From an optimization exercise on the open Yosys and OpenROAD flow, aimed at small area; shortcuts taken in it are not production practice.
Only simulation tests tie the RTL to the original design; equivalence was not proved.
The clock port is modelled as an ideal driver, which makes a skipped or thinned clock tree look cheaper than it is; a real chip needs a root buffer or a tree.
Power figures rest on the tool's default switching activity, not on a simulated workload.

Design owc, start of the top module:
module owc (
    input  wire        clk,
    input  wire        rst_n,
    input  wire        host_req,
    input  wire        host_we,
    input  wire [6:0]  host_addr,
    input  wire [1:0]  host_size,
    input  wire [31:0] host_wdata,
    output reg  [31:0] host_rdata,
    output wire        host_err,
    output reg         ow_oe,
    input  wire        ow_in,
    output wire        irq
);
For scale: roughly 1100 cells after synthesis, roughly 170 flip-flops, about 9300 µm² of cells after synthesis.
export LEC_CHECK = 0
export CAP_MARGIN = 20
export CORE_MARGIN = 2
export CORE_UTILIZATION = 40
export SLEW_MARGIN = 20
create_clock -name core_clock -period 125.0 [get_ports {clk}]
standard.sh (not shown) runs the stock make flow with config.mk's settings and CLKGATE_MAP_FILE= SYNTH_SCRIPT=/design/flow/synth_recipe.tcl, a recipe that flattens the netlist after the stock synthesis.
==> flow/flow/run.sh <==
#!/bin/bash
# Own layout flow: the standard ORFS flow with three changes.
#  1. Synthesis maps the logic with an area-oriented ABC script (abc_area.script
#     here), through a copy of the ORFS scripts folder; everything else about
#     synthesis (synth_recipe.tcl, flatten, renaming) is the standard one.
#  2. Port buffers use the smallest buffer cell.
#  3. Clock tree synthesis uses small clock buffers and no dummy loads.
# Each step's full output goes to a log file in this folder.
set -euo pipefail
W=$PWD
rm -rf "$W/scripts_area"
cp -r "$FLOW_HOME/scripts" "$W/scripts_area"
cp "$W/flow/abc_area.script" "$W/scripts_area/abc_area.script"

bash standard.sh synth SCRIPTS_DIR="$W/scripts_area" ABC_AREA=1 > "$W/synth.log" 2>&1

bash standard.sh finish \
  BUFFER_PORTS_ARGS="-buffer_cell sky130_fd_sc_hd__buf_1" \
  CTS_ARGS="-sink_clustering_enable -repair_clock_nets -dont_use_dummy_load -buf_list {sky130_fd_sc_hd__clkbuf_4 sky130_fd_sc_hd__clkbuf_8}" \
  > "$W/layout.log" 2>&1
==> flow/flow/abc_area.script <==
strash
balance -l
resub -K 6 -l
rewrite -l
resub -K 6 -N 2 -l
refactor -l
resub -K 8 -l
balance -l
resub -K 8 -N 2 -l
rewrite -l
resub -K 10 -l
rewrite -z -l
resub -K 10 -N 2 -l
balance -l
resub -K 12 -l
refactor -z -l
resub -K 12 -N 2 -l
rewrite -z -l
balance -l
balance -l
resub -K 6 -l
rewrite -l
resub -K 6 -N 2 -l
refactor -l
resub -K 8 -l
balance -l
resub -K 8 -N 2 -l
rewrite -l
resub -K 10 -l
rewrite -z -l
resub -K 10 -N 2 -l
balance -l
resub -K 12 -l
refactor -z -l
resub -K 12 -N 2 -l
rewrite -z -l
balance -l
dch -f
amap
topo
Edit:
==> flow/run.sh (new file) <==
#!/bin/bash
# synth_recipe.tcl (not shown) runs the flow's synth.tcl, then flattens the netlist and writes it again
# the make line also repeats each setting of config.mk as NAME=value (left out here)
make -C /OpenROAD-flow-scripts/flow DESIGN_CONFIG=/design/flow/config.mk WORK_HOME=/design/flow/orfs CLKGATE_MAP_FILE= SYNTH_SCRIPT=/design/flow/synth_recipe.tcl finish
removed: flow/flow/run.sh
removed: flow/flow/abc_area.script
removed: flow/standard.sh
After rerunning: The new run went through all stages and came out clean. Routed wire length drops by 0.56%. Worst hold slack improves by 0.0089 ns. Area after synthesis rose by 10%. Design area rises by 13%. Final cell count decreases by 5.4%. Setup slack degrades by 0.43 ns. Clock skew shrinks by 0.025 ns.
Edit:
==> flow/flow/run.sh (new file) <==
#!/bin/bash
# Own layout flow: the standard ORFS flow (standard.sh) with these changes.
#  1. Synthesis maps the logic with an area-oriented ABC script (abc_area.script
#     here, used through a copy of the ORFS scripts folder) and buffers
#     pass-through outputs with the smallest buffer; everything else about
#     synthesis (synth_recipe.tcl, flatten, renaming) is the standard one.
#  2. Port buffers use the smallest buffer cell.
#  3. Clock tree synthesis uses clkbuf_8 and no dummy loads.
# Each step's full output goes to a log file in this folder.
set -euo pipefail
W=$PWD
rm -rf "$W/scripts_area"
cp -r "$FLOW_HOME/scripts" "$W/scripts_area"
cp "$W/flow/abc_area.script" "$W/scripts_area/abc_area.script"

bash standard.sh synth SCRIPTS_DIR="$W/scripts_area" ABC_AREA=1 \
  MIN_BUF_CELL_AND_PORTS="sky130_fd_sc_hd__buf_1 A X" > "$W/synth.log" 2>&1

bash standard.sh finish \
  BUFFER_PORTS_ARGS="-buffer_cell sky130_fd_sc_hd__buf_1" \
  CTS_ARGS="-sink_clustering_enable -repair_clock_nets -dont_use_dummy_load -buf_list sky130_fd_sc_hd__clkbuf_8" \
  > "$W/layout.log" 2>&1
==> flow/flow/abc_area.script (new file) <==
strash
balance -l
resub -K 6 -l
rewrite -l
resub -K 6 -N 2 -l
refactor -l
resub -K 8 -l
balance -l
resub -K 8 -N 2 -l
rewrite -l
resub -K 10 -l
rewrite -z -l
resub -K 10 -N 2 -l
balance -l
resub -K 12 -l
refactor -z -l
resub -K 12 -N 2 -l
rewrite -z -l
balance -l
balance -l
resub -K 6 -l
rewrite -l
resub -K 6 -N 2 -l
refactor -l
resub -K 8 -l
balance -l
resub -K 8 -N 2 -l
rewrite -l
resub -K 10 -l
rewrite -z -l
resub -K 10 -N 2 -l
balance -l
resub -K 12 -l
refactor -z -l
resub -K 12 -N 2 -l
rewrite -z -l
balance -l
&get -n
&dch -f
&nf -p -F 8 -R 1000 -E 50
&put
==> flow/standard.sh (new file) <==
#!/bin/bash
# synth_recipe.tcl (not shown) runs the flow's synth.tcl, then flattens the netlist and writes it again
# the make line also repeats each setting of config.mk as NAME=value (left out here)
make -C /OpenROAD-flow-scripts/flow DESIGN_CONFIG=/design/flow/config.mk WORK_HOME=/design/flow/orfs CLKGATE_MAP_FILE= SYNTH_SCRIPT=/design/flow/synth_recipe.tcl "${@:-finish}"
removed: flow/run.sh
Register-to-register slack degrades by 1.6 ns.
Global-route usage rose by 1.1 points.
Core utilization shrinks by 0.61 points.
Cell area went down by 14%.
Die area falls by 12%.

---

== run 1 ==
Another version of the RTL of owc (not shown whole).
Size in the first run: roughly 800 cells after synthesis, ~170 flip-flops, about 8300 sq um of cells after synthesis.
clock: 125.0 ns
lec_check: 0
cap_margin: 5
core_margin: 2
core_utilization: 65
place_density: 0.75
slew_margin: 5
==> flow/flow/run.sh <==
#!/bin/bash
# Own layout flow: the standard ORFS flow (standard.sh) with these changes.
#  1. Synthesis maps the logic with area-oriented ABC scripts (abc_*.script
#     here, used through copies of the ORFS scripts folder). Each script is
#     tried in a scratch synthesis, and the one giving the smallest cell area
#     is used for the real synthesis. Pass-through outputs are buffered with
#     the smallest buffer and the adder cell mapping is off (ADDER_MAP_FILE
#     empty); everything else about synthesis (synth_recipe.tcl, flatten,
#     renaming) is the standard one.
#  2. Port buffers use the smallest buffer cell.
#  3. Clock tree synthesis is a simple two-level tree (cts.tcl here, a copy of
#     the ORFS step with clock_tree_synthesis replaced): the clock port drives
#     two clkbuf_8, which drive one clkbuf_8 per balanced region of at most 17
#     flip-flops. The rest of the CTS step (legalisation, timing repair) is
#     unchanged.
# Each step's full output goes to a log file in this folder.
set -euo pipefail
W=$PWD
SYN=(ABC_AREA=1 MIN_BUF_CELL_AND_PORTS="sky130_fd_sc_hd__buf_1 A X" ADDER_MAP_FILE=)

mkdir -p "$W/tries"
for s in "$W"/flow/abc_*.script; do
  n=$(basename "$s" .script)
  rm -rf "$W/tries/$n"; mkdir -p "$W/tries/$n"
  cp -r "$FLOW_HOME/scripts" "$W/tries/$n/scripts"
  cp "$s" "$W/tries/$n/scripts/abc_area.script"
done
for s in "$W"/flow/abc_*.script; do
  n=$(basename "$s" .script)
  ( bash standard.sh synth SCRIPTS_DIR="$W/tries/$n/scripts" WORK_HOME="$W/tries/$n/orfs" \
      "${SYN[@]}" > "$W/tries/$n/synth.log" 2>&1 || true ) &
  while [ "$(jobs -r | wc -l)" -ge 4 ]; do sleep 1; done
done
wait
best=""; best_a=""
for s in "$W"/flow/abc_*.script; do
  n=$(basename "$s" .script)
  f="$W/tries/$n/orfs/reports/sky130hd/owc/base/synth_stat.txt"
  [ -f "$f" ] || continue
  a=$(awk '/Chip area for module/ {print $NF}' "$f")
  echo "$n $a" >> "$W/tries/areas.txt"
  if [ -z "$best" ] || awk -v a="$a" -v b="$best_a" 'BEGIN {exit !(a < b)}'; then best=$n; best_a=$a; fi
done
echo "best: $best $best_a" >> "$W/tries/areas.txt"

rm -rf "$W/scripts_area"
cp -r "$FLOW_HOME/scripts" "$W/scripts_area"
cp "$W/flow/$best.script" "$W/scripts_area/abc_area.script"
cp "$W/flow/cts.tcl" "$W/scripts_area/cts.tcl"

bash standard.sh synth SCRIPTS_DIR="$W/scripts_area" "${SYN[@]}" > "$W/synth.log" 2>&1

bash standard.sh finish SCRIPTS_DIR="$W/scripts_area" \
  BUFFER_PORTS_ARGS="-buffer_cell sky130_fd_sc_hd__buf_1" \
  MYCTS_ROOTS=2 MYCTS_ROOT_BUF=sky130_fd_sc_hd__clkbuf_8 \
  MYCTS_LEAF_BUF=sky130_fd_sc_hd__clkbuf_8 MYCTS_SINKS_PER_LEAF=17 \
  > "$W/layout.log" 2>&1
Other scripts of this flow, unchanged in this note and not shown: flow/flow/abc_m5.script, flow/flow/abc_m6.script, flow/flow/abc_n3.script, flow/flow/abc_n4.script, flow/flow/abc_p3.script, flow/flow/abc_p6.script, flow/flow/cts.tcl
Relative to run 1, the following input files were edited for run 2:
- an added GPL_TIMING_DRIVEN of 0
diff --git a/flow/flow/run.sh b/flow/flow/run.sh
--- a/flow/flow/run.sh
+++ b/flow/flow/run.sh
@@ -9,3 +9,5 @@
 #     renaming) is the standard one.
-#  2. Port buffers use the smallest buffer cell.
+#  2. Port buffers use the smallest buffer cell. The floorplan removes the
+#     buffers synthesis put between outputs that carry the same signal
+#     (REMOVE_ABC_BUFFERS), since each output port gets its own buffer anyway.
 #  3. Clock tree synthesis is a simple two-level tree (cts.tcl here, a copy of
@@ -52,3 +54,3 @@
 
-bash standard.sh finish SCRIPTS_DIR="$W/scripts_area" \
+bash standard.sh finish SCRIPTS_DIR="$W/scripts_area" REMOVE_ABC_BUFFERS=1 \
   BUFFER_PORTS_ARGS="-buffer_cell sky130_fd_sc_hd__buf_1" \
[summary]
Taking run 1 as the reference, in run 2 relative contribution of combinational cells to total power did not really move, via total after detailed routing did not really move.
Of run 2 and run 1, it is run 2 that has the higher signal arrival time at the worst endpoint.
On horizontal die dimension, run 1 and run 2 are basically level.
Effective utilization at floorplan: run 2 vs run 1 identical
Summary — clock share of power, run 2 relative to run 1: lower, by 0.2 points.
Run 1 -> run 2: post-synthesis average cell area delta 0, exact match
Comparing run 1 and run 2, the higher transition time at the pin with the least slew margin is on run 2.
Relative to run 1, fraction of area in registers has decreased by 0.25 points in run 2.
### run 2 -> run 3
- swapping 5 for 0 in CAP_MARGIN
- clearing GPL_TIMING_DRIVEN, which used to be 0
- swapping 5 for 0 in SLEW_MARGIN
diff --git a/flow/flow/run.sh b/flow/flow/run.sh
--- a/flow/flow/run.sh
+++ b/flow/flow/run.sh
@@ -9,5 +9,3 @@
 #     renaming) is the standard one.
-#  2. Port buffers use the smallest buffer cell. The floorplan removes the
-#     buffers synthesis put between outputs that carry the same signal
-#     (REMOVE_ABC_BUFFERS), since each output port gets its own buffer anyway.
+#  2. Port buffers use the smallest buffer cell.
 #  3. Clock tree synthesis is a simple two-level tree (cts.tcl here, a copy of
@@ -54,3 +52,3 @@
 
-bash standard.sh finish SCRIPTS_DIR="$W/scripts_area" REMOVE_ABC_BUFFERS=1 \
+bash standard.sh finish SCRIPTS_DIR="$W/scripts_area" \
   BUFFER_PORTS_ARGS="-buffer_cell sky130_fd_sc_hd__buf_1" \
Results
In run 3 relative to run 2, combinational group power had gone down by a few percent.
For via count normalized by instance count, run 2 and run 3 come out practically identical.
Relative to run 2, wire length has increased by 420 um in run 3.
No run of this note takes its clock network from TritonCTS; it comes from the design's own scripts or RTL.

==> what the ideal ports hide <==
The flow's constraints put no driver on any port. The routed layouts listed below were extracted and timed again, unchanged, in two steps.
Step 1 assumes that a clkbuf_16 drives the clock port and a buf_2 every other input.
Step 2 adds t to the input delays and takes it off the output delays; t is the mean of the earliest and latest rising clock arrival at the registers after step 1. Input paths then give back, and output paths get back, about the clock's delay inside the block.
Three values: ideal ports, drivers, drivers and shift; two values: the first two.
run	t (ns)	setup slack, ns	worst setup path at the end
the first run of note 1	0.494	72.247 / 72.225 / 72.225	input to output
the second run of note 1	0.490	71.821 / 71.791 / 71.791	input to output
the third run of note 1	0.499	72.673 / 72.644 / 72.644	input to output
run 1	0.394	72.487 / 72.466 / 72.466	input to output
run 2	0.391	72.345 / 72.324 / 72.324	input to output
run 3	0.394	72.487 / 72.466 / 72.466	input to output
After both steps every run listed still meets setup and hold. For the second run of note 1, which loses most, drivers alone change the setup slack by -0.030 ns; drivers and shift together by -0.030 ns.
